This design comes from an exercise in tuning for small area, a short achievable clock period and few clock cycles on the open sky130 flow, not from production work. Function was checked by simulation only, so behaviour that the tests miss may differ from the original. Power figures rest on the tool's default switching activity, not on a simulated workload.

==> design.v <==
module asmi_exec (
    input  wire        clk,
    input  wire        rst,
    input  wire        policy,        
    input  wire        line_valid,
    output wire        line_ready,
    input  wire        line_eoi,      
    input  wire        line_lbl,      
    input  wire [3:0]  line_err,      
    input  wire [63:0] line_diw,
    output wire        mem_req,
    output wire        mem_we,
    output wire [9:0]  mem_addr,
    output wire [31:0] mem_wdata,
    input  wire [31:0] mem_rdata,
    output wire        print_valid,
    output wire [3:0]  print_idx,
    output wire [31:0] print_val,
    output wire        err_valid,
    output wire [3:0]  err_code,
    output wire [32:0] err_detail,
    output wire        lbl_valid,
    output wire [9:0]  lbl_addr,
    output reg         done,
    output reg  [1:0]  outcome
);
    localparam OP_MOV   = 5'h01, OP_ADD = 5'h02, OP_SUB = 5'h03, OP_ADC = 5'h04,
               OP_SBC   = 5'h05, OP_LSL = 5'h06, OP_LSR = 5'h07, OP_ASR = 5'h08,
               OP_ROR   = 5'h09, OP_RRX = 5'h0A, OP_MUL = 5'h0B, OP_AND = 5'h0C,
               OP_ORR   = 5'h0D, OP_EOR = 5'h0E, OP_BIC = 5'h0F, OP_LDR = 5'h10,
               OP_STR   = 5'h11, OP_PRINT = 5'h12, OP_LABEL = 5'h1E, OP_EXIT = 5'h1F;
    localparam E_BOUNDS_ADDRESS = 4'h8, E_BOUNDS_LABEL = 4'h9,
               E_UNKNOWN_OPCODE = 4'hB, E_ILLEGAL_DIW  = 4'hF;
    integer i;
    genvar  g;
    reg        batch;
    reg        carry;
    reg [10:0] nla;                   
    reg        rst_r;                 
    reg        d_v;
    reg        d_eoi, d_lbl, d_rsvdz;
    reg [3:0]  d_err, d_rd, d_rn, d_rm;
    reg [4:0]  d_opc;
    reg [2:0]  d_mode;
    reg [31:0] d_imm;
    reg        e_v;
    reg [3:0]  e_rd;
    reg [31:0] opA, opB, opC;
    reg        e_pre_ok;              
    reg [3:0]  e_fcode;               
    reg        e_eoi, e_lbld, e_ldr, e_str, e_print, e_labd, e_exit, e_wop;
    reg        e_negoff, e_mul;
    reg [1:0]  e_ph;                  
    reg [31:0] mX;                    
    reg [4:0]  e_rr;                  
    reg [3:0]  d_pb;
    reg        d_urn, d_upb;
    reg        d_zeroA, d_bimm, d_rrx, d_label;
    reg        e_sadd, e_ssh, e_sand, e_sorr, e_seor, e_sbic, e_smov;
    reg        e_inv, e_cin1, e_cinc, e_setc;
    reg        e_shl, e_ror, e_asr;
    reg        ld1_v, ld2_v, buf_v;
    reg [3:0]  ld1_rd, ld2_rd, buf_rd;
    reg [31:0] ld_buf;
    reg        r_print_v, r_err_v, r_lbl_v, r_mreq, r_mwe;
    reg [3:0]  r_pidx, r_ecode;
    reg [31:0] r_data;                
    reg [32:0] r_det;                 
    reg        rdy_r;                 
    reg        stall_r;               
    reg        conflict_r;            
    reg [9:0]  r_maddr, r_laddr;
    assign print_valid = r_print_v;
    assign print_idx   = r_pidx;
    assign print_val   = r_data;
    assign err_valid   = r_err_v;
    assign err_code    = r_ecode;
    assign err_detail  = r_det;
    assign lbl_valid   = r_lbl_v;
    assign lbl_addr    = r_laddr;
    assign mem_req     = r_mreq;
    assign mem_we      = r_mwe;
    assign mem_addr    = r_maddr;
    assign mem_wdata   = r_data;
    wire [31:0] rf_wd;
    wire [3:0]  rf_wa;
    wire        rf_we;
    wire [31:0] rfv [0:15];
    wire [31:0] rf_wdr = rf_wd & {32{!rst_r}};
    generate
        for (g = 0; g < 16; g = g + 1) begin : g_rf
            reg [31:0] r;
            always @(posedge clk)
                if (rst_r || (rf_we && rf_wa == g))
                    r <= rf_wdr;
            assign rfv[g] = r;
        end
    endgenerate
    wire dc_mov   = (d_opc == OP_MOV);
    wire dc_alu   = (d_opc >= OP_ADD) && (d_opc <= OP_BIC) && (d_opc != OP_RRX);
    wire dc_rrx   = (d_opc == OP_RRX);
    wire dc_ldr   = (d_opc == OP_LDR);
    wire dc_str   = (d_opc == OP_STR);
    wire dc_mem   = dc_ldr || dc_str;
    wire dc_print = (d_opc == OP_PRINT);
    wire dc_label = (d_opc == OP_LABEL);
    wire dc_exit  = (d_opc == OP_EXIT);
    wire imm_z = (d_imm == 32'd0);
    wire rm_z  = (d_rm == 4'd0);
    wire rn_z  = (d_rn == 4'd0);
    wire rd_z  = (d_rd == 4'd0);
    wire value_mode_ok = (d_mode == 3'b000) ? imm_z
                       : (d_mode == 3'b001) ? rm_z
                       : 1'b0;
    wire addr_mode_ok  = (d_mode == 3'b100) ? imm_z
                       : (d_mode == 3'b101) ? 1'b1
                       : (d_mode == 3'b110) ? rn_z
                       : (d_mode == 3'b111) ? rn_z
                       : 1'b0;
    wire bare_ok       = (d_mode == 3'b000) && rm_z && imm_z;
    reg legal;
    always @(*) begin
        legal = 1'b0;
        if (d_rsvdz) begin
            if (dc_mov)
                legal = rn_z && value_mode_ok;
            else if (dc_alu)
                legal = value_mode_ok;
            else if (dc_rrx)
                legal = bare_ok;
            else if (dc_mem)
                legal = rm_z && addr_mode_ok;
            else if (dc_print)
                legal = rn_z && bare_ok;
            else if (dc_label)
                legal = !d_lbl && rd_z && rn_z && rm_z &&
                        ((d_mode == 3'b000 && imm_z) || d_mode == 3'b001);
            else if (dc_exit)
                legal = !d_lbl && rd_z && rn_z && bare_ok;
        end
    end
    wire d_pre_ok = !d_eoi && (d_err == 4'd0) && legal;
    wire [3:0] d_fcode = (d_err != 4'd0) ? d_err : E_ILLEGAL_DIW;
    wire [3:0] pb = d_pb;
    wire        e_act   = e_v && !done;
    wire        lblb    = e_lbld && nla[10];
    wire        ok_nb   = e_act && e_pre_ok && !lblb;
    wire        e_mem   = e_ldr || e_str;
    wire        mul_ph1 = e_act && e_mul && (e_ph == 2'd0);
    wire        mul_ph2 = e_act && e_mul && (e_ph == 2'd1);
    wire        e_hold  = mul_ph1 || mul_ph2 || conflict_r;
    wire [31:0] bx  = opB ^ {32{e_inv}};
    wire        cin = e_cin1 || (e_cinc && carry);
    wire [33:0] sum0 = {1'b0, opA, 1'b1} + {1'b0, bx, cin};
    wire [32:0] sum  = sum0[33:1];
    wire        cout = sum[32];
    wire [10:0] lo10    = {1'b0, opA[9:0]} + {1'b0, opB[9:0]};
    wire [21:0] hx      = opA[31:10] ^ opB[31:10];
    wire [21:0] ho      = opA[31:10] | opB[31:10];
    wire        hi_zero = (hx[21:1] == ho[20:0]) && (hx[0] == lo10[10]);
    wire        ea_hinz = !hi_zero;
    wire        oob     = e_negoff ? (cout && ea_hinz) : (ea_hinz || opA[31] || opB[31]);
    wire        ea_keep = !e_negoff || cout;              
    wire        ea32    = !e_negoff && cout;
    wire commit  = ok_nb && !(e_mem && oob) && !e_hold;
    wire e_wr    = ok_nb && e_wop && !e_hold;              
    wire fault   = e_act && !e_eoi && !e_hold && !(ok_nb && !(e_mem && oob));
    wire bounds  = e_pre_ok && !lblb;                     
    wire [3:0] fcode = !e_pre_ok ? e_fcode : lblb ? E_BOUNDS_LABEL : E_BOUNDS_ADDRESS;
    wire finish_ok = e_act && !e_hold && (e_eoi || (commit && e_exit));
    wire [4:0]  sh   = opB[4:0];
    wire [31:0] x1   = e_shl ? {opA[0], opA[31:1]} : opA;
    wire [4:0]  rr   = e_rr;
    wire [31:0] rt0  = rr[0] ? {x1[0],     x1[31:1]}   : x1;
    wire [31:0] rt1  = rr[1] ? {rt0[1:0],  rt0[31:2]}  : rt0;
    wire [31:0] rt2  = rr[2] ? {rt1[3:0],  rt1[31:4]}  : rt1;
    wire [31:0] rt3  = rr[3] ? {rt2[7:0],  rt2[31:8]}  : rt2;
    wire [31:0] rt4  = rr[4] ? {rt3[15:0], rt3[31:16]} : rt3;
    reg  [31:0] mrt;                                      
    always @(*)
        for (i = 0; i < 32; i = i + 1)
            mrt[i] = (sh <= (31 - i));
    reg  [31:0] mlt;                                      
    always @(*)
        for (i = 0; i < 32; i = i + 1)
            mlt[i] = mrt[31 - i];
    wire [31:0] keep = e_ror ? 32'hFFFFFFFF : e_shl ? mlt : mrt;
    wire        fill = e_asr && opA[31];
    wire [31:0] shres = (rt4 & keep) | ({32{fill}} & ~keep);
    wire [31:0] e_res = ({32{e_sadd}} & sum[31:0])
                      | ({32{e_ssh}}  & shres)
                      | ({32{e_sand}} & (opA & opB))
                      | ({32{e_sorr}} & (opA | opB))
                      | ({32{e_seor}} & (opA ^ opB))
                      | ({32{e_sbic}} & (opA & ~opB))
                      | ({32{e_smov}} & opB);
    wire [31:0] pp [0:15];
    wire [15:0] bneg;
    generate
        for (g = 0; g < 16; g = g + 1) begin : g_booth
            wire b2 = opB[2*g+1];
            wire b1 = opB[2*g];
            wire b0 = (g == 0) ? 1'b0 : opB[2*g-1];
            wire one = b1 ^ b0;
            wire two = (b2 & ~b1 & ~b0) | (~b2 & b1 & b0);
            wire [31:0] m = ({32{one}} & opA) | ({32{two}} & {opA[30:0], 1'b0});
            wire [31:0] mn = m ^ {32{b2}};
            assign bneg[g] = b2;
            if (g == 0)
                assign pp[g] = mn;
            else if (g < 15)
                assign pp[g] = {mn[31-2*g:0], 1'b0, bneg[g-1], {(2*g-2){1'b0}}};
            else
                assign pp[g] = {mn[1] ^ (mn[0] & bneg[g]), mn[0] ^ bneg[g], 1'b0, bneg[g-1], 28'd0};
        end
    endgenerate
    wire [31:0] mr0, mr1, mr2, mr3;
    wire hs0 = pp[0][6] ^ pp[1][6];
    wire hc0 = pp[0][6] & pp[1][6];
    wire hs1 = pp[0][7] ^ pp[1][7];
    wire hc1 = pp[0][7] & pp[1][7];
    wire fs2 = pp[0][8] ^ pp[1][8] ^ pp[2][8];
    wire fc2 = (pp[0][8] & pp[1][8]) | (pp[0][8] & pp[2][8]) | (pp[1][8] & pp[2][8]);
    wire hs3 = pp[3][8] ^ pp[4][8];
    wire hc3 = pp[3][8] & pp[4][8];
    wire fs4 = pp[0][9] ^ pp[1][9] ^ pp[2][9];
    wire fc4 = (pp[0][9] & pp[1][9]) | (pp[0][9] & pp[2][9]) | (pp[1][9] & pp[2][9]);
    wire hs5 = pp[3][9] ^ pp[4][9];
    wire hc5 = pp[3][9] & pp[4][9];
    wire fs6 = pp[0][10] ^ pp[1][10] ^ pp[2][10];
    wire fc6 = (pp[0][10] & pp[1][10]) | (pp[0][10] & pp[2][10]) | (pp[1][10] & pp[2][10]);
    wire fs7 = pp[3][10] ^ pp[4][10] ^ pp[5][10];
    wire fc7 = (pp[3][10] & pp[4][10]) | (pp[3][10] & pp[5][10]) | (pp[4][10] & pp[5][10]);
    wire hs8 = pp[6][10] ^ hc5;
    wire hc8 = pp[6][10] & hc5;
    wire fs9 = pp[0][11] ^ pp[1][11] ^ pp[2][11];
    wire fc9 = (pp[0][11] & pp[1][11]) | (pp[0][11] & pp[2][11]) | (pp[1][11] & pp[2][11]);
    wire fs10 = pp[3][11] ^ pp[4][11] ^ pp[5][11];
    wire fc10 = (pp[3][11] & pp[4][11]) | (pp[3][11] & pp[5][11]) | (pp[4][11] & pp[5][11]);
    wire hs11 = fc6 ^ fc7;
    wire hc11 = fc6 & fc7;
    wire fs12 = pp[0][12] ^ pp[1][12] ^ pp[2][12];
    wire fc12 = (pp[0][12] & pp[1][12]) | (pp[0][12] & pp[2][12]) | (pp[1][12] & pp[2][12]);
    wire fs13 = pp[3][12] ^ pp[4][12] ^ pp[5][12];
    wire fc13 = (pp[3][12] & pp[4][12]) | (pp[3][12] & pp[5][12]) | (pp[4][12] & pp[5][12]);
    wire fs14 = pp[6][12] ^ pp[7][12] ^ fc9;
    wire fc14 = (pp[6][12] & pp[7][12]) | (pp[6][12] & fc9) | (pp[7][12] & fc9);
    wire hs15 = fc10 ^ fs12;
    wire hc15 = fc10 & fs12;
    wire fs16 = pp[0][13] ^ pp[1][13] ^ pp[2][13];
    wire fc16 = (pp[0][13] & pp[1][13]) | (pp[0][13] & pp[2][13]) | (pp[1][13] & pp[2][13]);
    wire fs17 = pp[3][13] ^ pp[4][13] ^ pp[5][13];
    wire fc17 = (pp[3][13] & pp[4][13]) | (pp[3][13] & pp[5][13]) | (pp[4][13] & pp[5][13]);
    wire fs18 = pp[6][13] ^ fc12 ^ fc13;
    wire fc18 = (pp[6][13] & fc12) | (pp[6][13] & fc13) | (fc12 & fc13);
    wire hs19 = fs16 ^ fs17;
    wire hc19 = fs16 & fs17;
    wire fs20 = pp[0][14] ^ pp[1][14] ^ pp[2][14];
    wire fc20 = (pp[0][14] & pp[1][14]) | (pp[0][14] & pp[2][14]) | (pp[1][14] & pp[2][14]);
    wire fs21 = pp[3][14] ^ pp[4][14] ^ pp[5][14];
    wire fc21 = (pp[3][14] & pp[4][14]) | (pp[3][14] & pp[5][14]) | (pp[4][14] & pp[5][14]);
    wire fs22 = pp[6][14] ^ pp[7][14] ^ pp[8][14];
    wire fc22 = (pp[6][14] & pp[7][14]) | (pp[6][14] & pp[8][14]) | (pp[7][14] & pp[8][14]);
    wire fs23 = fc16 ^ fc17 ^ fs20;
    wire fc23 = (fc16 & fc17) | (fc16 & fs20) | (fc17 & fs20);
    wire hs24 = fs21 ^ fs22;
    wire hc24 = fs21 & fs22;
    wire fs25 = pp[0][15] ^ pp[1][15] ^ pp[2][15];
    wire fc25 = (pp[0][15] & pp[1][15]) | (pp[0][15] & pp[2][15]) | (pp[1][15] & pp[2][15]);
    wire fs26 = pp[3][15] ^ pp[4][15] ^ pp[5][15];
    wire fc26 = (pp[3][15] & pp[4][15]) | (pp[3][15] & pp[5][15]) | (pp[4][15] & pp[5][15]);
    wire fs27 = pp[6][15] ^ pp[7][15] ^ fc20;
    wire fc27 = (pp[6][15] & pp[7][15]) | (pp[6][15] & fc20) | (pp[7][15] & fc20);
    wire fs28 = fc21 ^ fc22 ^ fs25;
    wire fc28 = (fc21 & fc22) | (fc21 & fs25) | (fc22 & fs25);
    wire hs29 = fs26 ^ hc24;
    wire hc29 = fs26 & hc24;
    wire fs30 = pp[0][16] ^ pp[1][16] ^ pp[2][16];
    wire fc30 = (pp[0][16] & pp[1][16]) | (pp[0][16] & pp[2][16]) | (pp[1][16] & pp[2][16]);
    wire fs31 = pp[3][16] ^ pp[4][16] ^ pp[5][16];
    wire fc31 = (pp[3][16] & pp[4][16]) | (pp[3][16] & pp[5][16]) | (pp[4][16] & pp[5][16]);
    wire fs32 = pp[6][16] ^ pp[7][16] ^ pp[8][16];
    wire fc32 = (pp[6][16] & pp[7][16]) | (pp[6][16] & pp[8][16]) | (pp[7][16] & pp[8][16]);
    wire fs33 = pp[9][16] ^ fc25 ^ fc26;
    wire fc33 = (pp[9][16] & fc25) | (pp[9][16] & fc26) | (fc25 & fc26);
    wire fs34 = fs30 ^ fs31 ^ fs32;
    wire fc34 = (fs30 & fs31) | (fs30 & fs32) | (fs31 & fs32);
    wire hs35 = fc27 ^ fc28;
    wire hc35 = fc27 & fc28;
    wire fs36 = pp[0][17] ^ pp[1][17] ^ pp[2][17];
    wire fc36 = (pp[0][17] & pp[1][17]) | (pp[0][17] & pp[2][17]) | (pp[1][17] & pp[2][17]);
    wire fs37 = pp[3][17] ^ pp[4][17] ^ pp[5][17];
    wire fc37 = (pp[3][17] & pp[4][17]) | (pp[3][17] & pp[5][17]) | (pp[4][17] & pp[5][17]);
    wire fs38 = pp[6][17] ^ pp[7][17] ^ pp[8][17];
    wire fc38 = (pp[6][17] & pp[7][17]) | (pp[6][17] & pp[8][17]) | (pp[7][17] & pp[8][17]);
    wire fs39 = fc30 ^ fc31 ^ fc32;
    wire fc39 = (fc30 & fc31) | (fc30 & fc32) | (fc31 & fc32);
    wire fs40 = fs36 ^ fs37 ^ fs38;
    wire fc40 = (fs36 & fs37) | (fs36 & fs38) | (fs37 & fs38);
    wire hs41 = fc33 ^ fc34;
    wire hc41 = fc33 & fc34;
    wire fs42 = pp[0][18] ^ pp[1][18] ^ pp[2][18];
    wire fc42 = (pp[0][18] & pp[1][18]) | (pp[0][18] & pp[2][18]) | (pp[1][18] & pp[2][18]);
    wire fs43 = pp[3][18] ^ pp[4][18] ^ pp[5][18];
    wire fc43 = (pp[3][18] & pp[4][18]) | (pp[3][18] & pp[5][18]) | (pp[4][18] & pp[5][18]);
    wire fs44 = pp[6][18] ^ pp[7][18] ^ pp[8][18];
    wire fc44 = (pp[6][18] & pp[7][18]) | (pp[6][18] & pp[8][18]) | (pp[7][18] & pp[8][18]);
    wire fs45 = pp[9][18] ^ pp[10][18] ^ fc36;
    wire fc45 = (pp[9][18] & pp[10][18]) | (pp[9][18] & fc36) | (pp[10][18] & fc36);
    wire fs46 = fc37 ^ fc38 ^ fs42;
    wire fc46 = (fc37 & fc38) | (fc37 & fs42) | (fc38 & fs42);
    wire fs47 = fs43 ^ fs44 ^ fc39;
    wire fc47 = (fs43 & fs44) | (fs43 & fc39) | (fs44 & fc39);
    wire hs48 = fc40 ^ fs45;
    wire hc48 = fc40 & fs45;
    wire fs49 = pp[0][19] ^ pp[1][19] ^ pp[2][19];
    wire fc49 = (pp[0][19] & pp[1][19]) | (pp[0][19] & pp[2][19]) | (pp[1][19] & pp[2][19]);
    wire fs50 = pp[3][19] ^ pp[4][19] ^ pp[5][19];
    wire fc50 = (pp[3][19] & pp[4][19]) | (pp[3][19] & pp[5][19]) | (pp[4][19] & pp[5][19]);
    wire fs51 = pp[6][19] ^ pp[7][19] ^ pp[8][19];
    wire fc51 = (pp[6][19] & pp[7][19]) | (pp[6][19] & pp[8][19]) | (pp[7][19] & pp[8][19]);
    wire fs52 = pp[9][19] ^ fc42 ^ fc43;
    wire fc52 = (pp[9][19] & fc42) | (pp[9][19] & fc43) | (fc42 & fc43);
    wire fs53 = fc44 ^ fs49 ^ fs50;
    wire fc53 = (fc44 & fs49) | (fc44 & fs50) | (fs49 & fs50);
    wire fs54 = fs51 ^ fc45 ^ fc46;
    wire fc54 = (fs51 & fc45) | (fs51 & fc46) | (fc45 & fc46);
    wire hs55 = fs52 ^ fs53;
    wire hc55 = fs52 & fs53;
    wire fs56 = pp[0][20] ^ pp[1][20] ^ pp[2][20];
    wire fc56 = (pp[0][20] & pp[1][20]) | (pp[0][20] & pp[2][20]) | (pp[1][20] & pp[2][20]);
    wire fs57 = pp[3][20] ^ pp[4][20] ^ pp[5][20];
    wire fc57 = (pp[3][20] & pp[4][20]) | (pp[3][20] & pp[5][20]) | (pp[4][20] & pp[5][20]);
    wire fs58 = pp[6][20] ^ pp[7][20] ^ pp[8][20];
    wire fc58 = (pp[6][20] & pp[7][20]) | (pp[6][20] & pp[8][20]) | (pp[7][20] & pp[8][20]);
    wire fs59 = pp[9][20] ^ pp[10][20] ^ pp[11][20];
    wire fc59 = (pp[9][20] & pp[10][20]) | (pp[9][20] & pp[11][20]) | (pp[10][20] & pp[11][20]);
    wire fs60 = fc49 ^ fc50 ^ fc51;
    wire fc60 = (fc49 & fc50) | (fc49 & fc51) | (fc50 & fc51);
    wire fs61 = fs56 ^ fs57 ^ fs58;
    wire fc61 = (fs56 & fs57) | (fs56 & fs58) | (fs57 & fs58);
    wire fs62 = fs59 ^ fc52 ^ fc53;
    wire fc62 = (fs59 & fc52) | (fs59 & fc53) | (fc52 & fc53);
    wire hs63 = fs60 ^ fs61;
    wire hc63 = fs60 & fs61;
    wire fs64 = pp[0][21] ^ pp[1][21] ^ pp[2][21];
    wire fc64 = (pp[0][21] & pp[1][21]) | (pp[0][21] & pp[2][21]) | (pp[1][21] & pp[2][21]);
    wire fs65 = pp[3][21] ^ pp[4][21] ^ pp[5][21];
    wire fc65 = (pp[3][21] & pp[4][21]) | (pp[3][21] & pp[5][21]) | (pp[4][21] & pp[5][21]);
    wire fs66 = pp[6][21] ^ pp[7][21] ^ pp[8][21];
    wire fc66 = (pp[6][21] & pp[7][21]) | (pp[6][21] & pp[8][21]) | (pp[7][21] & pp[8][21]);
    wire fs67 = pp[9][21] ^ pp[10][21] ^ fc56;
    wire fc67 = (pp[9][21] & pp[10][21]) | (pp[9][21] & fc56) | (pp[10][21] & fc56);
    wire fs68 = fc57 ^ fc58 ^ fc59;
    wire fc68 = (fc57 & fc58) | (fc57 & fc59) | (fc58 & fc59);
    wire fs69 = fs64 ^ fs65 ^ fs66;
    wire fc69 = (fs64 & fs65) | (fs64 & fs66) | (fs65 & fs66);
    wire fs70 = fc60 ^ fc61 ^ fs67;
    wire fc70 = (fc60 & fc61) | (fc60 & fs67) | (fc61 & fs67);
    wire hs71 = fs68 ^ fs69;
    wire hc71 = fs68 & fs69;
    wire fs72 = pp[0][22] ^ pp[1][22] ^ pp[2][22];
    wire fc72 = (pp[0][22] & pp[1][22]) | (pp[0][22] & pp[2][22]) | (pp[1][22] & pp[2][22]);
    wire fs73 = pp[3][22] ^ pp[4][22] ^ pp[5][22];
    wire fc73 = (pp[3][22] & pp[4][22]) | (pp[3][22] & pp[5][22]) | (pp[4][22] & pp[5][22]);
    wire fs74 = pp[6][22] ^ pp[7][22] ^ pp[8][22];
    wire fc74 = (pp[6][22] & pp[7][22]) | (pp[6][22] & pp[8][22]) | (pp[7][22] & pp[8][22]);
    wire fs75 = pp[9][22] ^ pp[10][22] ^ pp[11][22];
    wire fc75 = (pp[9][22] & pp[10][22]) | (pp[9][22] & pp[11][22]) | (pp[10][22] & pp[11][22]);
    wire fs76 = pp[12][22] ^ fc64 ^ fc65;
    wire fc76 = (pp[12][22] & fc64) | (pp[12][22] & fc65) | (fc64 & fc65);
    wire fs77 = fc66 ^ fs72 ^ fs73;
    wire fc77 = (fc66 & fs72) | (fc66 & fs73) | (fs72 & fs73);
    wire fs78 = fs74 ^ fs75 ^ fc67;
    wire fc78 = (fs74 & fs75) | (fs74 & fc67) | (fs75 & fc67);
    wire fs79 = fc68 ^ fc69 ^ fs76;
    wire fc79 = (fc68 & fc69) | (fc68 & fs76) | (fc69 & fs76);
    wire hs80 = fs77 ^ fc70;
    wire hc80 = fs77 & fc70;
    wire fs81 = pp[0][23] ^ pp[1][23] ^ pp[2][23];
    wire fc81 = (pp[0][23] & pp[1][23]) | (pp[0][23] & pp[2][23]) | (pp[1][23] & pp[2][23]);
    wire fs82 = pp[3][23] ^ pp[4][23] ^ pp[5][23];
    wire fc82 = (pp[3][23] & pp[4][23]) | (pp[3][23] & pp[5][23]) | (pp[4][23] & pp[5][23]);
    wire fs83 = pp[6][23] ^ pp[7][23] ^ pp[8][23];
    wire fc83 = (pp[6][23] & pp[7][23]) | (pp[6][23] & pp[8][23]) | (pp[7][23] & pp[8][23]);
    wire fs84 = pp[9][23] ^ pp[10][23] ^ pp[11][23];
    wire fc84 = (pp[9][23] & pp[10][23]) | (pp[9][23] & pp[11][23]) | (pp[10][23] & pp[11][23]);
    wire fs85 = fc72 ^ fc73 ^ fc74;
    wire fc85 = (fc72 & fc73) | (fc72 & fc74) | (fc73 & fc74);
    wire fs86 = fc75 ^ fs81 ^ fs82;
    wire fc86 = (fc75 & fs81) | (fc75 & fs82) | (fs81 & fs82);
    wire fs87 = fs83 ^ fs84 ^ fc76;
    wire fc87 = (fs83 & fs84) | (fs83 & fc76) | (fs84 & fc76);
    wire fs88 = fc77 ^ fs85 ^ fs86;
    wire fc88 = (fc77 & fs85) | (fc77 & fs86) | (fs85 & fs86);
    wire hs89 = fc78 ^ fc79;
    wire hc89 = fc78 & fc79;
    wire fs90 = pp[0][24] ^ pp[1][24] ^ pp[2][24];
    wire fc90 = (pp[0][24] & pp[1][24]) | (pp[0][24] & pp[2][24]) | (pp[1][24] & pp[2][24]);
    wire fs91 = pp[3][24] ^ pp[4][24] ^ pp[5][24];
    wire fc91 = (pp[3][24] & pp[4][24]) | (pp[3][24] & pp[5][24]) | (pp[4][24] & pp[5][24]);
    wire fs92 = pp[6][24] ^ pp[7][24] ^ pp[8][24];
    wire fc92 = (pp[6][24] & pp[7][24]) | (pp[6][24] & pp[8][24]) | (pp[7][24] & pp[8][24]);
    wire fs93 = pp[9][24] ^ pp[10][24] ^ pp[11][24];
    wire fc93 = (pp[9][24] & pp[10][24]) | (pp[9][24] & pp[11][24]) | (pp[10][24] & pp[11][24]);
    wire fs94 = pp[12][24] ^ pp[13][24] ^ fc81;
    wire fc94 = (pp[12][24] & pp[13][24]) | (pp[12][24] & fc81) | (pp[13][24] & fc81);
    wire fs95 = fc82 ^ fc83 ^ fc84;
    wire fc95 = (fc82 & fc83) | (fc82 & fc84) | (fc83 & fc84);
    wire fs96 = fs90 ^ fs91 ^ fs92;
    wire fc96 = (fs90 & fs91) | (fs90 & fs92) | (fs91 & fs92);
    wire fs97 = fs93 ^ fc85 ^ fc86;
    wire fc97 = (fs93 & fc85) | (fs93 & fc86) | (fc85 & fc86);
    wire fs98 = fs94 ^ fs95 ^ fs96;
    wire fc98 = (fs94 & fs95) | (fs94 & fs96) | (fs95 & fs96);
    wire hs99 = fc87 ^ fc88;
    wire hc99 = fc87 & fc88;
    wire fs100 = pp[0][25] ^ pp[1][25] ^ pp[2][25];
    wire fc100 = (pp[0][25] & pp[1][25]) | (pp[0][25] & pp[2][25]) | (pp[1][25] & pp[2][25]);
    wire fs101 = pp[3][25] ^ pp[4][25] ^ pp[5][25];
    wire fc101 = (pp[3][25] & pp[4][25]) | (pp[3][25] & pp[5][25]) | (pp[4][25] & pp[5][25]);
    wire fs102 = pp[6][25] ^ pp[7][25] ^ pp[8][25];
    wire fc102 = (pp[6][25] & pp[7][25]) | (pp[6][25] & pp[8][25]) | (pp[7][25] & pp[8][25]);
    wire fs103 = pp[9][25] ^ pp[10][25] ^ pp[11][25];
    wire fc103 = (pp[9][25] & pp[10][25]) | (pp[9][25] & pp[11][25]) | (pp[10][25] & pp[11][25]);
    wire fs104 = pp[12][25] ^ fc90 ^ fc91;
    wire fc104 = (pp[12][25] & fc90) | (pp[12][25] & fc91) | (fc90 & fc91);
    wire fs105 = fc92 ^ fc93 ^ fs100;
    wire fc105 = (fc92 & fc93) | (fc92 & fs100) | (fc93 & fs100);
    wire fs106 = fs101 ^ fs102 ^ fs103;
    wire fc106 = (fs101 & fs102) | (fs101 & fs103) | (fs102 & fs103);
    wire fs107 = fc94 ^ fc95 ^ fc96;
    wire fc107 = (fc94 & fc95) | (fc94 & fc96) | (fc95 & fc96);
    wire fs108 = fs104 ^ fs105 ^ fs106;
    wire fc108 = (fs104 & fs105) | (fs104 & fs106) | (fs105 & fs106);
    wire hs109 = fc97 ^ fc98;
    wire hc109 = fc97 & fc98;
    wire fs110 = pp[0][26] ^ pp[1][26] ^ pp[2][26];
    wire fc110 = (pp[0][26] & pp[1][26]) | (pp[0][26] & pp[2][26]) | (pp[1][26] & pp[2][26]);
    wire fs111 = pp[3][26] ^ pp[4][26] ^ pp[5][26];
    wire fc111 = (pp[3][26] & pp[4][26]) | (pp[3][26] & pp[5][26]) | (pp[4][26] & pp[5][26]);
    wire fs112 = pp[6][26] ^ pp[7][26] ^ pp[8][26];
    wire fc112 = (pp[6][26] & pp[7][26]) | (pp[6][26] & pp[8][26]) | (pp[7][26] & pp[8][26]);
    wire fs113 = pp[9][26] ^ pp[10][26] ^ pp[11][26];
    wire fc113 = (pp[9][26] & pp[10][26]) | (pp[9][26] & pp[11][26]) | (pp[10][26] & pp[11][26]);
    wire fs114 = pp[12][26] ^ pp[13][26] ^ pp[14][26];
    wire fc114 = (pp[12][26] & pp[13][26]) | (pp[12][26] & pp[14][26]) | (pp[13][26] & pp[14][26]);
    wire fs115 = fc100 ^ fc101 ^ fc102;
    wire fc115 = (fc100 & fc101) | (fc100 & fc102) | (fc101 & fc102);
    wire fs116 = fc103 ^ fs110 ^ fs111;
    wire fc116 = (fc103 & fs110) | (fc103 & fs111) | (fs110 & fs111);
    wire fs117 = fs112 ^ fs113 ^ fs114;
    wire fc117 = (fs112 & fs113) | (fs112 & fs114) | (fs113 & fs114);
    wire fs118 = fc104 ^ fc105 ^ fc106;
    wire fc118 = (fc104 & fc105) | (fc104 & fc106) | (fc105 & fc106);
    wire fs119 = fs115 ^ fs116 ^ fs117;
    wire fc119 = (fs115 & fs116) | (fs115 & fs117) | (fs116 & fs117);
    wire hs120 = fc107 ^ fc108;
    wire hc120 = fc107 & fc108;
    wire fs121 = pp[0][27] ^ pp[1][27] ^ pp[2][27];
    wire fc121 = (pp[0][27] & pp[1][27]) | (pp[0][27] & pp[2][27]) | (pp[1][27] & pp[2][27]);
    wire fs122 = pp[3][27] ^ pp[4][27] ^ pp[5][27];
    wire fc122 = (pp[3][27] & pp[4][27]) | (pp[3][27] & pp[5][27]) | (pp[4][27] & pp[5][27]);
    wire fs123 = pp[6][27] ^ pp[7][27] ^ pp[8][27];
    wire fc123 = (pp[6][27] & pp[7][27]) | (pp[6][27] & pp[8][27]) | (pp[7][27] & pp[8][27]);
    wire fs124 = pp[9][27] ^ pp[10][27] ^ pp[11][27];
    wire fc124 = (pp[9][27] & pp[10][27]) | (pp[9][27] & pp[11][27]) | (pp[10][27] & pp[11][27]);
    wire fs125 = pp[12][27] ^ pp[13][27] ^ fc110;
    wire fc125 = (pp[12][27] & pp[13][27]) | (pp[12][27] & fc110) | (pp[13][27] & fc110);
    wire fs126 = fc111 ^ fc112 ^ fc113;
    wire fc126 = (fc111 & fc112) | (fc111 & fc113) | (fc112 & fc113);
    wire fs127 = fc114 ^ fs121 ^ fs122;
    wire fc127 = (fc114 & fs121) | (fc114 & fs122) | (fs121 & fs122);
    wire fs128 = fs123 ^ fs124 ^ fc115;
    wire fc128 = (fs123 & fs124) | (fs123 & fc115) | (fs124 & fc115);
    wire fs129 = fc116 ^ fc117 ^ fs125;
    wire fc129 = (fc116 & fc117) | (fc116 & fs125) | (fc117 & fs125);
    wire fs130 = fs126 ^ fs127 ^ fc118;
    wire fc130 = (fs126 & fs127) | (fs126 & fc118) | (fs127 & fc118);
    wire hs131 = fs128 ^ fc119;
    wire hc131 = fs128 & fc119;
    wire fs132 = pp[0][28] ^ pp[1][28] ^ pp[2][28];
    wire fc132 = (pp[0][28] & pp[1][28]) | (pp[0][28] & pp[2][28]) | (pp[1][28] & pp[2][28]);
    wire fs133 = pp[3][28] ^ pp[4][28] ^ pp[5][28];
    wire fc133 = (pp[3][28] & pp[4][28]) | (pp[3][28] & pp[5][28]) | (pp[4][28] & pp[5][28]);
    wire fs134 = pp[6][28] ^ pp[7][28] ^ pp[8][28];
    wire fc134 = (pp[6][28] & pp[7][28]) | (pp[6][28] & pp[8][28]) | (pp[7][28] & pp[8][28]);
    wire fs135 = pp[9][28] ^ pp[10][28] ^ pp[11][28];
    wire fc135 = (pp[9][28] & pp[10][28]) | (pp[9][28] & pp[11][28]) | (pp[10][28] & pp[11][28]);
    wire fs136 = pp[12][28] ^ pp[13][28] ^ pp[14][28];
    wire fc136 = (pp[12][28] & pp[13][28]) | (pp[12][28] & pp[14][28]) | (pp[13][28] & pp[14][28]);
    wire fs137 = pp[15][28] ^ fc121 ^ fc122;
    wire fc137 = (pp[15][28] & fc121) | (pp[15][28] & fc122) | (fc121 & fc122);
    wire fs138 = fc123 ^ fc124 ^ fs132;
    wire fc138 = (fc123 & fc124) | (fc123 & fs132) | (fc124 & fs132);
    wire fs139 = fs133 ^ fs134 ^ fs135;
    wire fc139 = (fs133 & fs134) | (fs133 & fs135) | (fs134 & fs135);
    wire fs140 = fs136 ^ fc125 ^ fc126;
    wire fc140 = (fs136 & fc125) | (fs136 & fc126) | (fc125 & fc126);
    wire fs141 = fc127 ^ fs137 ^ fs138;
    wire fc141 = (fc127 & fs137) | (fc127 & fs138) | (fs137 & fs138);
    wire fs142 = fs139 ^ fc128 ^ fc129;
    wire fc142 = (fs139 & fc128) | (fs139 & fc129) | (fc128 & fc129);
    wire hs143 = fs140 ^ fs141;
    wire hc143 = fs140 & fs141;
    wire fs144 = pp[0][29] ^ pp[1][29] ^ pp[2][29];
    wire fc144 = (pp[0][29] & pp[1][29]) | (pp[0][29] & pp[2][29]) | (pp[1][29] & pp[2][29]);
    wire fs145 = pp[3][29] ^ pp[4][29] ^ pp[5][29];
    wire fc145 = (pp[3][29] & pp[4][29]) | (pp[3][29] & pp[5][29]) | (pp[4][29] & pp[5][29]);
    wire fs146 = pp[6][29] ^ pp[7][29] ^ pp[8][29];
    wire fc146 = (pp[6][29] & pp[7][29]) | (pp[6][29] & pp[8][29]) | (pp[7][29] & pp[8][29]);
    wire fs147 = pp[9][29] ^ pp[10][29] ^ pp[11][29];
    wire fc147 = (pp[9][29] & pp[10][29]) | (pp[9][29] & pp[11][29]) | (pp[10][29] & pp[11][29]);
    wire fs148 = pp[12][29] ^ pp[13][29] ^ pp[14][29];
    wire fc148 = (pp[12][29] & pp[13][29]) | (pp[12][29] & pp[14][29]) | (pp[13][29] & pp[14][29]);
    wire fs149 = fc132 ^ fc133 ^ fc134;
    wire fc149 = (fc132 & fc133) | (fc132 & fc134) | (fc133 & fc134);
    wire fs150 = fc135 ^ fc136 ^ fs144;
    wire fc150 = (fc135 & fc136) | (fc135 & fs144) | (fc136 & fs144);
    wire fs151 = fs145 ^ fs146 ^ fs147;
    wire fc151 = (fs145 & fs146) | (fs145 & fs147) | (fs146 & fs147);
    wire fs152 = fs148 ^ fc137 ^ fc138;
    wire fc152 = (fs148 & fc137) | (fs148 & fc138) | (fc137 & fc138);
    wire fs153 = fc139 ^ fs149 ^ fs150;
    wire fc153 = (fc139 & fs149) | (fc139 & fs150) | (fs149 & fs150);
    wire fs154 = fs151 ^ fc140 ^ fc141;
    wire fc154 = (fs151 & fc140) | (fs151 & fc141) | (fc140 & fc141);
    wire hs155 = fs152 ^ fs153;
    wire hc155 = fs152 & fs153;
    wire fs156 = pp[0][30] ^ pp[1][30] ^ pp[2][30];
    wire fc156 = (pp[0][30] & pp[1][30]) | (pp[0][30] & pp[2][30]) | (pp[1][30] & pp[2][30]);
    wire fs157 = pp[3][30] ^ pp[4][30] ^ pp[5][30];
    wire fc157 = (pp[3][30] & pp[4][30]) | (pp[3][30] & pp[5][30]) | (pp[4][30] & pp[5][30]);
    wire fs158 = pp[6][30] ^ pp[7][30] ^ pp[8][30];
    wire fc158 = (pp[6][30] & pp[7][30]) | (pp[6][30] & pp[8][30]) | (pp[7][30] & pp[8][30]);
    wire fs159 = pp[9][30] ^ pp[10][30] ^ pp[11][30];
    wire fc159 = (pp[9][30] & pp[10][30]) | (pp[9][30] & pp[11][30]) | (pp[10][30] & pp[11][30]);
    wire fs160 = pp[12][30] ^ pp[13][30] ^ pp[14][30];
    wire fc160 = (pp[12][30] & pp[13][30]) | (pp[12][30] & pp[14][30]) | (pp[13][30] & pp[14][30]);
    wire fs161 = pp[15][30] ^ fc144 ^ fc145;
    wire fc161 = (pp[15][30] & fc144) | (pp[15][30] & fc145) | (fc144 & fc145);
    wire fs162 = fc146 ^ fc147 ^ fc148;
    wire fc162 = (fc146 & fc147) | (fc146 & fc148) | (fc147 & fc148);
    wire fs163 = fs156 ^ fs157 ^ fs158;
    wire fc163 = (fs156 & fs157) | (fs156 & fs158) | (fs157 & fs158);
    wire fs164 = fs159 ^ fs160 ^ fc149;
    wire fc164 = (fs159 & fs160) | (fs159 & fc149) | (fs160 & fc149);
    wire fs165 = fc150 ^ fc151 ^ fs161;
    wire fc165 = (fc150 & fc151) | (fc150 & fs161) | (fc151 & fs161);
    wire fs166 = fs162 ^ fs163 ^ fc152;
    wire fc166 = (fs162 & fs163) | (fs162 & fc152) | (fs163 & fc152);
    wire fs167 = fs164 ^ fc153 ^ fs165;
    wire fc167 = (fs164 & fc153) | (fs164 & fs165) | (fc153 & fs165);
    wire fs168 = pp[0][31] ^ pp[1][31] ^ pp[2][31];
    wire fs169 = pp[3][31] ^ pp[4][31] ^ pp[5][31];
    wire fs170 = pp[6][31] ^ pp[7][31] ^ pp[8][31];
    wire fs171 = pp[9][31] ^ pp[10][31] ^ pp[11][31];
    wire fs172 = pp[12][31] ^ pp[13][31] ^ pp[14][31];
    wire fs173 = pp[15][31] ^ fc156 ^ fc157;
    wire fs174 = fc158 ^ fc159 ^ fc160;
    wire fs175 = fs168 ^ fs169 ^ fs170;
    wire fs176 = fs171 ^ fs172 ^ fc161;
    wire fs177 = fc162 ^ fc163 ^ fs173;
    wire fs178 = fs174 ^ fs175 ^ fc164;
    wire fs179 = fc165 ^ fs176 ^ fs177;
    assign mr0 = {fc166, fc154, fc142, fc130, fs129, fs118, fs107, fs97, fs87, hc71, fc62, fc54, fc47, fs46, fs39, fs33, fc23, fc18, fc14, fs13, hc8, fc4, hc3, pp[5][8], pp[2][7], pp[2][6], pp[0][5], pp[0][4], pp[0][3], pp[0][2], pp[0][1], pp[0][0]};
    assign mr1 = {fs178, hc155, hc143, hc131, hc120, fs119, fs108, hc89, hc80, fs78, hc63, hc55, hc48, hc41, fs40, hc29, fs27, hc19, hc15, hc11, fs9, fs6, hs5, hc1, pp[3][7], pp[3][6], pp[1][5], pp[1][4], pp[1][3], pp[1][2], 1'b0, pp[1][0]};
    assign mr2 = {fc167, fs166, hs155, fs142, hs131, hc109, hc99, fs98, fs88, fs79, hs71, hs63, hs55, hs48, hc35, fs34, fs28, hs24, hs19, hs15, fs10, fs7, fc2, hs3, hc0, pp[4][6], pp[2][5], pp[2][4], 1'b0, pp[2][2], 1'b0, 1'b0};
    assign mr3 = {fs179, fs167, fs154, hs143, fs130, hs120, hs109, hs99, hs89, hs80, fs70, fs62, fs54, fs47, hs41, hs35, hs29, fs23, fs18, fs14, hs11, hs8, fs4, fs2, hs1, hs0, 1'b0, pp[3][4], 1'b0, 1'b0, 1'b0, 1'b0};
    wire [31:0] t5 [0:2];
    wire [31:0] mS, mC;
    generate
        assign t5[0] = opA ^ opB ^ opC;
        assign t5[1] = ((opA & opB) | (opA & opC) | (opB & opC)) << 1;
        assign t5[2] = mX;
        assign mS = t5[0] ^ t5[1] ^ t5[2];
        assign mC = ((t5[0] & t5[1]) | (t5[0] & t5[2]) | (t5[1] & t5[2])) << 1;
    endgenerate
    wire hA_e  = e_wr  && (e_rd  == d_rn);
    wire hA_2  = ld2_v && (ld2_rd == d_rn);
    wire hA_b  = buf_v && (buf_rd == d_rn);
    wire hB_e  = e_wr  && (e_rd  == pb);
    wire hB_2  = ld2_v && (ld2_rd == pb);
    wire hB_b  = buf_v && (buf_rd == pb);
    wire [31:0] portA = hA_2 ? mem_rdata : hA_b ? ld_buf : rfv[d_rn];
    wire [31:0] portB = hB_2 ? mem_rdata : hB_b ? ld_buf : rfv[pb];
    wire [31:0] nA = (hA_e && !d_zeroA) ? e_res : d_zeroA ? 32'd0 : portA;
    wire [31:0] nB = (hB_e && !d_bimm && !d_rrx) ? e_res
                   : d_rrx ? 32'd1 : d_bimm ? d_imm : portB;
    wire [31:0] nC = (hB_e && !d_label) ? e_res : d_label ? d_imm : portB;
    wire d_move = d_v && !stall_r;
    assign line_ready = rdy_r;
    wire       n_dv   = rdy_r ? line_valid : (d_v && !d_move);
    wire [4:0] n_opc  = rdy_r ? line_diw[63:59] : d_opc;
    wire [3:0] n_rd   = rdy_r ? line_diw[58:55] : d_rd;
    wire [3:0] n_rn   = rdy_r ? line_diw[54:51] : d_rn;
    wire [2:0] n_mode = rdy_r ? line_diw[50:48] : d_mode;
    wire [3:0] n_rm   = rdy_r ? line_diw[35:32] : d_rm;
    wire n_alu     = (n_opc >= OP_ADD) && (n_opc <= OP_BIC) && (n_opc != OP_RRX);
    wire n_mem     = (n_opc == OP_LDR) || (n_opc == OP_STR);
    wire n_uses_rn = n_alu || (n_opc == OP_RRX) || (n_mem && !n_mode[1]);
    wire n_uses_rd = (n_opc == OP_STR) || (n_opc == OP_PRINT);
    wire n_uses_rm = (n_alu || n_opc == OP_MOV) && (n_mode == 3'b000);
    wire [3:0] n_pb = n_uses_rd ? n_rd : n_rm;
    wire       n_ev   = e_hold ? e_v : d_move;
    wire       n_eldr = e_hold ? e_ldr : dc_ldr;
    wire       n_emul = e_hold ? e_mul : (d_opc == OP_MUL);
    wire       n_ewop = e_hold ? e_wop : (dc_mov || dc_alu || dc_rrx);
    wire [3:0] n_erd  = e_hold ? e_rd : d_rd;
    wire [1:0] n_eph  = mul_ph1 ? 2'd1 : mul_ph2 ? 2'd2 : conflict_r ? e_ph : 2'd0;
    wire       n_mph1 = n_ev && n_emul && (n_eph != 2'd2);
    wire       n_ld1  = e_v && e_ldr && !e_hold;
    wire       n_ld2  = ld1_v;
    wire       n_buf  = ld2_v || (buf_v && !drain);
    wire       n_conf = n_ld2 && n_buf && n_ev && n_ewop && !n_mph1;
    wire l_alu     = (line_diw[63:59] >= OP_ADD) && (line_diw[63:59] <= OP_BIC) &&
                     (line_diw[63:59] != OP_RRX);
    wire l_mem     = (line_diw[63:59] == OP_LDR) || (line_diw[63:59] == OP_STR);
    wire l_uses_rn = l_alu || (line_diw[63:59] == OP_RRX) || (l_mem && !line_diw[49]);
    wire l_uses_rd = (line_diw[63:59] == OP_STR) || (line_diw[63:59] == OP_PRINT);
    wire l_uses_rm = (l_alu || line_diw[63:59] == OP_MOV) && (line_diw[50:48] == 3'b000);
    wire hz_l = (l_uses_rn && ((n_ev && n_eldr && n_erd == line_diw[54:51]) ||
                               (n_ld1 && e_rd == line_diw[54:51]))) ||
                (l_uses_rd && ((n_ev && n_eldr && n_erd == line_diw[58:55]) ||
                               (n_ld1 && e_rd == line_diw[58:55]))) ||
                (l_uses_rm && ((n_ev && n_eldr && n_erd == line_diw[35:32]) ||
                               (n_ld1 && e_rd == line_diw[35:32])));
    wire hz_d = (d_urn && ((n_ev && n_eldr && n_erd == d_rn) || (n_ld1 && e_rd == d_rn))) ||
                (d_upb && ((n_ev && n_eldr && n_erd == d_pb) || (n_ld1 && e_rd == d_pb)));
    wire n_hz = rdy_r ? (line_valid && hz_l) : (n_dv && hz_d);
    wire n_stall = n_hz || n_mph1 || n_conf;
    wire n_done  = done || (e_v && !e_hold && (e_eoi || e_exit ||
                            (batch && (!e_pre_ok || lblb || e_mem))));
    wire drain = buf_v && !e_wr;
    assign rf_we = e_wr || drain;
    assign rf_wa = e_wr ? e_rd : buf_rd;
    assign rf_wd = e_wr ? e_res : ld_buf;
    wire ld2_live = ld2_v && !(e_wr && e_rd == ld2_rd);
    always @(posedge clk) begin
        rst_r <= rst;
        if (line_ready) begin
            d_eoi   <= line_eoi;
            d_lbl   <= line_lbl;
            d_err   <= line_err;
            d_opc   <= line_diw[63:59];
            d_rd    <= line_diw[58:55];
            d_rn    <= line_diw[54:51];
            d_mode  <= line_diw[50:48];
            d_rsvdz <= (line_diw[47:36] == 12'd0);
            d_rm    <= line_diw[35:32];
            d_imm   <= line_diw[31:0];
        end
        d_pb    <= n_pb;
        d_urn   <= n_uses_rn;
        d_upb   <= n_uses_rd || n_uses_rm;
        d_zeroA <= n_mem && n_mode[1];
        d_bimm  <= n_mem || (n_mode == 3'b001);
        d_rrx   <= (n_opc == OP_RRX);
        d_label <= (n_opc == OP_LABEL);
        if (mul_ph1) begin
            opA  <= mr0;
            opB  <= mr1;
            opC  <= mr2;
            mX   <= mr3;
            e_ph <= 2'd1;
        end else if (mul_ph2) begin
            opA  <= mS;
            opB  <= mC;
            e_ph <= 2'd2;
        end else if (!conflict_r) begin
            e_ph <= 2'd0;
            if (d_move) begin
                e_rr     <= (d_opc == OP_LSL) ? ~nB[4:0] : nB[4:0];
                e_rd     <= d_rd;
                opA      <= nA;
                opB      <= nB;
                opC      <= nC;
                e_pre_ok <= d_pre_ok;
                e_fcode  <= d_fcode;
                e_eoi    <= d_eoi;
                e_lbld   <= d_lbl || dc_label;
                e_ldr    <= dc_ldr;
                e_str    <= dc_str;
                e_print  <= dc_print;
                e_labd   <= dc_label && (d_mode == 3'b001);
                e_exit   <= dc_exit;
                e_wop    <= dc_mov || dc_alu || dc_rrx;
                e_negoff <= (d_mode == 3'b101) && d_imm[31];
                e_mul    <= (d_opc == OP_MUL);
                e_sadd   <= (d_opc >= OP_ADD && d_opc <= OP_SBC) || d_opc == OP_MUL || dc_mem;
                e_ssh    <= (d_opc >= OP_LSL && d_opc <= OP_RRX);
                e_sand   <= (d_opc == OP_AND);
                e_sorr   <= (d_opc == OP_ORR);
                e_seor   <= (d_opc == OP_EOR);
                e_sbic   <= (d_opc == OP_BIC);
                e_smov   <= dc_mov;
                e_inv    <= (d_opc == OP_SUB) || (d_opc == OP_SBC);
                e_cin1   <= (d_opc == OP_SUB);
                e_cinc   <= (d_opc == OP_ADC) || (d_opc == OP_SBC);
                e_setc   <= (d_opc == OP_ADC) || (d_opc == OP_SBC);
                e_shl    <= (d_opc == OP_LSL);
                e_ror    <= (d_opc == OP_ROR);
                e_asr    <= (d_opc == OP_ASR);
            end
        end
        r_print_v <= ok_nb && !e_hold && e_print;
        r_lbl_v   <= commit && e_lbld;
        r_err_v   <= fault;
        r_mreq    <= commit && (e_mem || e_labd);
        r_mwe     <= e_str || e_labd;
        r_maddr   <= e_labd ? nla[9:0] : sum[9:0] & {10{ea_keep}};
        r_laddr   <= nla[9:0];
        r_pidx    <= e_rd;
        r_ecode   <= fcode;
        r_data    <= opC;
        r_det     <= bounds ? {ea32, sum[31:0] & {32{ea_keep}}} : 33'd0;
        if (commit && e_lbld)
            nla <= nla + 11'd1;
        if (ok_nb && !e_hold && e_setc)
            carry <= cout;
        ld1_v  <= commit && e_ldr;
        ld1_rd <= e_rd;
        ld2_v  <= ld1_v && !(e_wr && e_rd == ld1_rd);
        ld2_rd <= ld1_rd;
        if (ld2_live) begin
            ld_buf <= mem_rdata;
            buf_rd <= ld2_rd;
            buf_v  <= 1'b1;
        end else if (drain || (e_wr && e_rd == buf_rd))
            buf_v  <= 1'b0;
        if (!e_hold)
            e_v <= d_move;
        stall_r    <= n_stall;
        conflict_r <= n_conf;
        rdy_r      <= !n_done && (!n_dv || !n_stall);
        if (line_ready)
            d_v <= line_valid;
        else if (d_move)
            d_v <= 1'b0;
        if (finish_ok) begin
            done    <= 1'b1;
            outcome <= 2'd1;
        end else if (fault && batch) begin
            done    <= 1'b1;
            outcome <= (fcode == E_UNKNOWN_OPCODE) ? 2'd2 : 2'd3;
        end
        if (rst) begin
            batch     <= policy;
            carry     <= 1'b0;
            nla       <= 11'd0;
            done      <= 1'b0;
            outcome   <= 2'd0;
            d_v       <= 1'b0;
            e_v       <= 1'b0;
            e_ph      <= 2'd0;
            stall_r   <= 1'b0;
            conflict_r <= 1'b0;
            rdy_r     <= 1'b1;
            ld1_v     <= 1'b0;
            ld2_v     <= 1'b0;
            buf_v     <= 1'b0;
            r_print_v <= 1'b0;
            r_err_v   <= 1'b0;
            r_lbl_v   <= 1'b0;
            r_mreq    <= 1'b0;
        end
    end
endmodule
==> flow/run.sh <==
#!/bin/bash
# The standard layout (standard synthesis unchanged), with timing repair asked
# to leave a setup margin so that the layout runs well below the 14 ns clock.
set -euo pipefail
bash standard.sh SETUP_SLACK_MARGIN=10 finish > standard_flow.log 2>&1
==> standard.sh <==
#!/bin/bash
# synth_recipe.tcl (not shown) runs the flow's synth.tcl, then flattens the netlist and writes it again
# the make line also repeats each setting of config.mk as NAME=value (left out here)
make -C /OpenROAD-flow-scripts/flow DESIGN_CONFIG=/design/flow/config.mk WORK_HOME=/design/flow/orfs CLKGATE_MAP_FILE= SYNTH_SCRIPT=/design/flow/synth_recipe.tcl "${@:-finish}"
==> config.mk <==
export PLATFORM = sky130hd
export DESIGN_NAME = asmi_exec
export DESIGN_NICKNAME = asmi_exec
export VERILOG_FILES = /design/flow/design.v
export SDC_FILE = /design/flow/constraint.sdc
export NUM_CORES = 4
export LEC_CHECK = 0
export CAP_MARGIN = 20
export CORE_MARGIN = 2
export CORE_UTILIZATION = 30
export PLACE_DENSITY = 0.5
export SLEW_MARGIN = 20
==> constraint.sdc <==
create_clock -name core_clock -period 14.0 [get_ports {clk}]
set_input_delay 2.8000 -clock core_clock [delete_from_list [all_inputs] [get_ports {clk}]]
set_output_delay 2.8000 -clock core_clock [all_outputs]
set_load 0.01 [all_outputs]
==> results.cfg, run 1 <==
[outcome]
status = no timing/DRC/antenna violations

[synth]
async_reset_ff_share_pct = 0
avgSynthCellArea_sq_um = 9.96
synth_commonest_cells = 748 x edfxtp_1, 510 x clkbuf_1, 453 x nor2_1
ys_top_cells_by_area = edfxtp_1 36%, fa_1 6.2%, a22oi_1 5.2%
yosysMostFrequentCell = edfxtp_1
ys_seq_area_share_pct = 40.5
yosysTopAreaCell = edfxtp_1
synth_edf_count = 748
synth_cells = 6348
synth_top_flop_cell = edfxtp_1
synth_area_sq_um = 63200
yosys.area.top_type_share_pct = 35.5
synth_cell_types = 92
ys_ff_latch = 906
yosysWarnings = 1
syn_nets = 6817

[drt]
drc_errors = 0
wl_per_cell_um = 35.2
vias = 60400
via_per_inst = 6.39
antenna_left = 0
first_iter_violations = 9321
drtPass1Iterations = 10
finalWirelength_mm = 333

[setup_path]
crit_top_cell = buf_6
critPathCaptureType = primary output
setup.worst_path.end = mem_wdata[7]
critical_path.max_stage_delay_ns = 0.40
critPathRequiredTime_ns = 11.20
worstPathMaxFanout = 2
crit_arrival_ns = 1.45
crit_chain = buf_6 > buf_6
rrSetupSlack_ns = 9.77
r2r_end = opA[29]
crit_slowest_cell = dfxtp_4
crit_start = r_data[7]
worst_setup_path_start_kind = flop
r2r_cells = 16
worstReg2RegStart = opB[3]
worstSetupPathType = reg -> out

[grt]
antenna_found_initial = 18
grt_usage_pct = 29.4
grt_max_degree = 82
grt_pass1_vias = 56700
grt_pass1_wl_mm = 455
overflow = 0

[floorplan]
die_y_um = 463
rows = 168
die_area_sq_um = 214000
die_w_um = 463
fp.coreArea_sq_um = 210000
pin_count = 240
initial_utilization_pct = 30.2

[timing]
hold_viol_final = 0
rsz0062_at_grt = yes
max-slew-margin-rel_pct = 23.7
report.final.setup_viol = 0
fin_crit_sh_pct = 30.3
max_freq_mhz = 235
period_needed_ns = 4.25
skew_ns = 0.0554
worst_slew_pin_slew_ns = 1.14
drv_slew = 0
final.setup.tns_ns = 0

[pwr]
leakagePower_nw = 28.5
power.density_nw_per_um2 = 159
peakVddDrop_v = 0.000110
power_mw = 12.6

[final_layout]
final_cells = 9455
n_fill_cell = 20500
multiInputGateArea_sq_um = 37000
drive_above_1_share_pct = 23.3
final_nets = 7014
syn_to_final_growth_pct = 25.7
seq_area_sq_um = 25800

[clocking]
clk_pin_slew_ns = 0.06
root_buffer = clkbuf_16
h-tree-depth = 3
cts_tree = yes
cts_buffers = 103
clk_latency_ns = 0.80
cts_sinks = 906
hold_buffers = 0
clk_path_buf_depth = 3

[hold_path]
hp-class = reg -> reg

[placement]
numPlacedInstances = 8971
dp_hpwl_mm = 212
gp_congestion = 0.996
port_buffers = 239

[job]
max_cap_viol_count = 0
[stage by stage]
| stage | instance area, sq um | utilization [%] | setup WS (ns) | hold WS (ns) |
|---|---|---|---|---|
| 2_1_floorplan | 63700 | - | 9.82 | 0.351 |
| 3_3_place_gp | 69000 | 32.9 | 8.61 | 0.370 |
| 3_5_place_dp | 69100 | 33.0 | 8.58 | 0.374 |
| 4_1_cts | 76700 | 36.6 | 9.72 | 0.380 |
| 5_1_grt | 79500 | 37.9 | 9.70 | 0.390 |
| 6_report | 79500 | 37.9 | 9.75 | 0.369 |
[cell usage in the layout (no fill, tap or decap), types with 80 or more instances in the layout]
cell type	synthesis	layout
nor2_1	453	437
mux2_2	82	80
buf_4	36	319
a221oi_1	93	88
edfxtp_1	748	748
nand3_1	103	98
a21oi_1	439	413
o211ai_1	127	127
ha_1	167	138
clkbuf_16	0	117
nand2_1	402	388
clkdlybuf4s50_1	0	94
nand4_1	89	89
inv_1	223	191
o21ai_0	300	266
o22ai_1	191	176
mux2i_1	112	96
buf_6	3	163
xor2_1	115	100
xnor2_1	165	149
a211oi_1	128	88
a22oi_1	442	418
fa_1	196	144
[registers in the layout, indices dropped and copies added, names as in the netlist, 5 cells and up]
register / flops
g_rf.r: 512
r_det: 33
d_imm: 32
ld_buf: 32
opA: 32
opB: 32
opC: 32
r_data: 32
mX: 27
nla: 11
r_laddr: 10
r_maddr: 10
d_opc: 5
e_rr: 5
[area by class of cell]
cell class,count,area share [%]
multi-input cells,4537,46.5
flip-flops and latches,906,32.4
repair buffers,753,10.9
well taps,2805,4.41
clock buffers,121,3.40
inverters,242,1.29
clock inverters,75,1.04
diodes,14,0.0441
repair inverters,2,0.0205
[logic make-up after synthesis]
logic type      count (synthesis)  share of synthesized area, %
compound gates               2252                          24.5
simple gates                 1375                          10.3
flops                         906                          40.5
buf+inv                       905                          5.63
fa+ha+maj                     369                          9.60
xor+xnor                      280                          3.88
mux                           261                          5.62
[power breakdown]
group          total, mW  internal, mW  switching [mW]
clock network       2.87          1.62            1.25
registers           3.36          3.20           0.158
logic               6.42          2.52            3.90
[how the worst min path moves through the flow]
stage,start,to,depth (start not counted)
after global placement,opC[0],r_data[0],0
after floorplan,opC[0],r_data[0],0
after global routing,opC[0],r_data[0],0
after CTS,opC[0],r_data[0],0
after detailed placement,opC[0],r_data[0],0
final,nla[5],r_laddr[5],0
[worst max-delay path, delay by kind of cell (launching register included)]
| kind | cells | cell delay [ns] |
|---|---|---|
| DFF | 1 | 0.40 |
| buffers and inverters | 2 | 0.25 |
[repair_timing]
action / CTS / global route
pin swaps: 72 / 149
resized for setup: 1174 / 351
endpoints found under the setup margin: 799 / 824
buffers inserted: 135 / 101
cloned: 27 / 11
[metal layers]
metal	up-vias	global-route usage [%]	share of wire (%)
li1	24800	-	-
met1	29800	36.1	36
met2	4621	45.3	44
met3	1185	8.12	12
met4	4	19.3	8.2
met5	-	0.0668	0.0090
Testbench counts, summed over its fixed seeds: cycles 11,458.
==> run 2: changes to the inputs <==
--- a/config.mk
+++ b/config.mk
@@ -9,4 +9,4 @@
 export CORE_MARGIN = 2
-export CORE_UTILIZATION = 30
-export PLACE_DENSITY = 0.5
+export CORE_UTILIZATION = 50
+export PLACE_DENSITY = 0.65
 export SLEW_MARGIN = 20
==> run 2 against run 1 <==
Utilization rose by 22 points. Clock power down 4%. Design area is 4.6% lower. Clock skew up 0.021 ns. Register-to-register slack better by 0.04 ns. Synthesized cell count is the same. Clock-buffer cell count increased by 17. Maximum frequency decreased by 0.41%. Sequential share of layout area up 1.5 points. Non-clock buffer count down 52. Largest cell class unchanged.
==> results.cfg, run 2 <==
[clocking]
clk_pin_slew_ns = 0.06
clk_path_buf_depth = 3
clk_latency_ns = 0.76
cts_sinks = 906
cts_tree = yes
h-tree-depth = 3
root_buffer = clkbuf_16
cts_buffers = 99

[synth]
synth_compound_area_share_pct = 24.5
synth_cells = 6348
synth_fa_ha_area_share_pct = 9.60
synth_commonest_cells = 748 x edfxtp_1, 510 x clkbuf_1, 453 x nor2_1
synth_top_flop_cell = edfxtp_1
async_reset_ff_share_pct = 0
ys_ff_latch = 906
yosysWarnings = 1
synth_top_family_by_area = compound AO/OA/AOI/OAI gates
synth_cell_types = 92
synthSimpleGateAreaFrac_pct = 10.3
ys_top_cells_by_area = edfxtp_1 36%, fa_1 6.2%, a22oi_1 5.2%
syn_nets = 6817
yosysMostFrequentCell = edfxtp_1
muxShareOfSynthArea_pct = 5.62
avgSynthCellArea_sq_um = 9.96
yosysTopAreaCell = edfxtp_1
synth_edf_count = 748
yosys.area.top_type_share_pct = 35.5
synth_area_sq_um = 63200
ys_seq_area_share_pct = 40.5
synth_xor_area_share_pct = 3.88

[job]
max_cap_viol_count = 0

[floorplan]
rows = 130
die_area_sq_um = 129000
fp.coreArea_sq_um = 126000
die_w_um = 360
initial_utilization_pct = 50.4
die_y_um = 360
pin_count = 240

[grt]
grt_pass1_vias = 55900
grt_pass1_wl_mm = 418
grt_max_degree = 96
grt_usage_pct = 44.4
overflow = 0
antenna_found_initial = 18

[final_layout]
largest_reg_flops = 512
final_nets = 6958
final_cell_mix = 748 x edfxtp_1, 433 x nor2_1, 431 x a22oi_1
drive_above_1_share_pct = 20.3
top_register = g_rf.r
final_common_cell = edfxtp_1
syn_to_final_growth_pct = 20.0
top_regs = g_rf.r: 512 flops, r_det: 33 flops

[timing]
final.setup.tns_ns = 0
rsz0062_at_grt = yes
fin_crit_sh_pct = 30.5
skew_ns = 0.0766
hold_viol_final = 0
drv_slew = 0
max-slew-margin-rel_pct = 22.7
period_needed_ns = 4.26
max_freq_mhz = 234
report.final.setup_viol = 0
worst_slew_pin_slew_ns = 1.15

[hold_path]
hp-class = reg -> reg

[setup_path]
crit_top_cell = buf_6
crit_buf_inv = 3
worstSetupPathType = reg -> out
crit_slowest_cell = dfxtp_4
crit_arrival_ns = 1.46
critPathRequiredTime_ns = 11.20
crit_chain = buf_6 > buf_8 > buf_6
cpLargestDelayFamily = buffers and inverters
worst_setup_path_start_kind = flop
critical_path.max_stage_delay_ns = 0.35
critPathCaptureType = primary output
worstPathMaxFanout = 2

[pwr]
p_comb_share_pct = 49.2
seqPwrFrac_pct = 27.9
peakVddDrop_v = 0.000160
swShare_pct = 41.8
power_mw = 12.0
internal_power_mw = 7.00
clockPowerShare_pct = 22.8
power.density_nw_per_um2 = 159
p_sw_mw = 5.03
leakagePower_nw = 27.7

[outcome]
status = no timing/DRC/antenna violations

[drt]
first_iter_violations = 12000
wl_per_cell_um = 36.9
via_per_inst = 7.46
vias = 61500
drtPass1Iterations = 9
drc_errors = 0
antenna_left = 0
finalWirelength_mm = 304

[placement]
gp_congestion = 1.04
port_buffers = 239
dp_hpwl_mm = 193
[run 2: cell count changes in the layout (fill, tap and decap cells not counted), sizes merged]
cell           previous run  this run
clkbuf                  138       159
bufbuf                   19        11
bufinv                   12         8
clkinvlp                 16        28
clkdlybuf4s50            94        97
diode                    14        16
buf                     615       566
and2                     19        20
clkinv                   65        30
dlymetal6s2s              6         4
inv                     226       225
[run 2: kinds of logic (layout without fill, tap and decap cells)]
| group | Yosys count | count (layout) |
|---|---|---|
| other | 0 | 16 |
| adders and majority gates | 369 | 369 |
| xor gates and xnor gates | 280 | 280 |
| muxes | 261 | 261 |
| and+or+nand+nor | 1375 | 1376 |
| AOI/OAI and AO/OA | 2252 | 2252 |
| DFF | 906 | 906 |
| buffers and inverters | 905 | 1130 |
[run 2: area by class of cell]
type	count	area [sq um]
Antenna cell	16	40.0
Clock buffer	138	2790
Clock inverter	48	597
Fill cell	10400	49700
Inverter	242	1020
Multi-Input combinational cell	4538	36200
Sequential cell	906	25700
Tap cell	1650	2060
Timing Repair Buffer	701	7450
Timing Repair inverter	1	5.00
[run 2: stage by stage]
stage               instances  hold WS (ns)  util [%]  cell area, sq um  setup WS, ns
global route             8233         0.382      60.4             75800          9.72
floorplan                6348         0.351         -             63700          9.82
detailed placement       7803         0.370      53.7             67500          8.66
global placement         7801         0.365      53.7             67400          8.72
finish                   8240         0.387      60.4             75900          9.74
CTS                      8120         0.373      58.5             73400          9.71
[run 2: worst reg2reg max path: cells and delay by family, from the launching register on]
kind	cells	cell delay, ns
mux	1	0.24
fa+ha+maj	3	1.31
flops	1	0.40
buf+inv	4	0.59
xor+xnor	5	0.90
compound gates	2	0.49
[run 2: power by group through the flow]
stage | Clock, mW | Sequential (mW) | Combinational (mW)
2_1_floorplan | 0 | 3.37 | 2.94
3_3_place_gp | 0 | 3.43 | 4.92
3_5_place_dp | 0 | 3.43 | 4.91
4_1_cts | 2.75 | 3.35 | 5.27
5_1_grt | 2.86 | 3.37 | 6.08
6_report | 2.75 | 3.36 | 5.92
[run 2: timing repair]
action	CTS	global route
setup buffers	117	86
pin swaps	37	72
hold buffers	0	0
endpoints found under the setup margin	803	515
gates cloned	14	17
resized for setup	939	298
[run 2: worst paths after layout]
path	startpoint	endpoint	slack [ns]	cells after the start
setup / recovery	r_data[27]	mem_wdata[27]	9.74	3
hold / removal	opC[0]	r_data[0]	0.39	0
setup reg to reg	opA[6]	opB[31]	9.81	15
hold reg to reg	opC[0]	r_data[0]	0.39	0
[run 2: per-layer routing]
metal	routed length, um	GRT usage, %	vias up
met3	46700	15.8	1515
li1	-	-	24600
met5	48	0	-
met1	103000	55.6	29600
met4	27200	28.9	6
met2	126000	64.7	5718

## static timing again, ports no longer ideal
How much do the figures lean on ideal ports? The routed layouts below were timed once more, with nothing changed but the port constraints. Step 1, drivers: a clkbuf_16 drives clk and a buf_2 each remaining input, both assumed. Step 2 moves the port delays by t, midway between the first and last clock arrival at a register: inputs arrive t later, outputs are due t later. That takes back most of the time a late clock gives input paths. Three values: ideal, step 1, step 2; two values: the first two.
run	t (ns)	slack for setup (ns)	slew at the worst register clock pin (ns)	worst slew at a driven data input, ns	cell pins on the clock port's net
run 1	0.861	9.753 / 9.666 / 9.205	0.08 / 0.08	0.27	1
run 2	0.803	9.735 / 9.658 / 9.232	0.07 / 0.07	0.17	1
After both steps setup and hold are still met in every run listed. The setup slack of run 1, which loses most, moves by -0.087 ns with the drivers and by -0.548 ns with both steps.
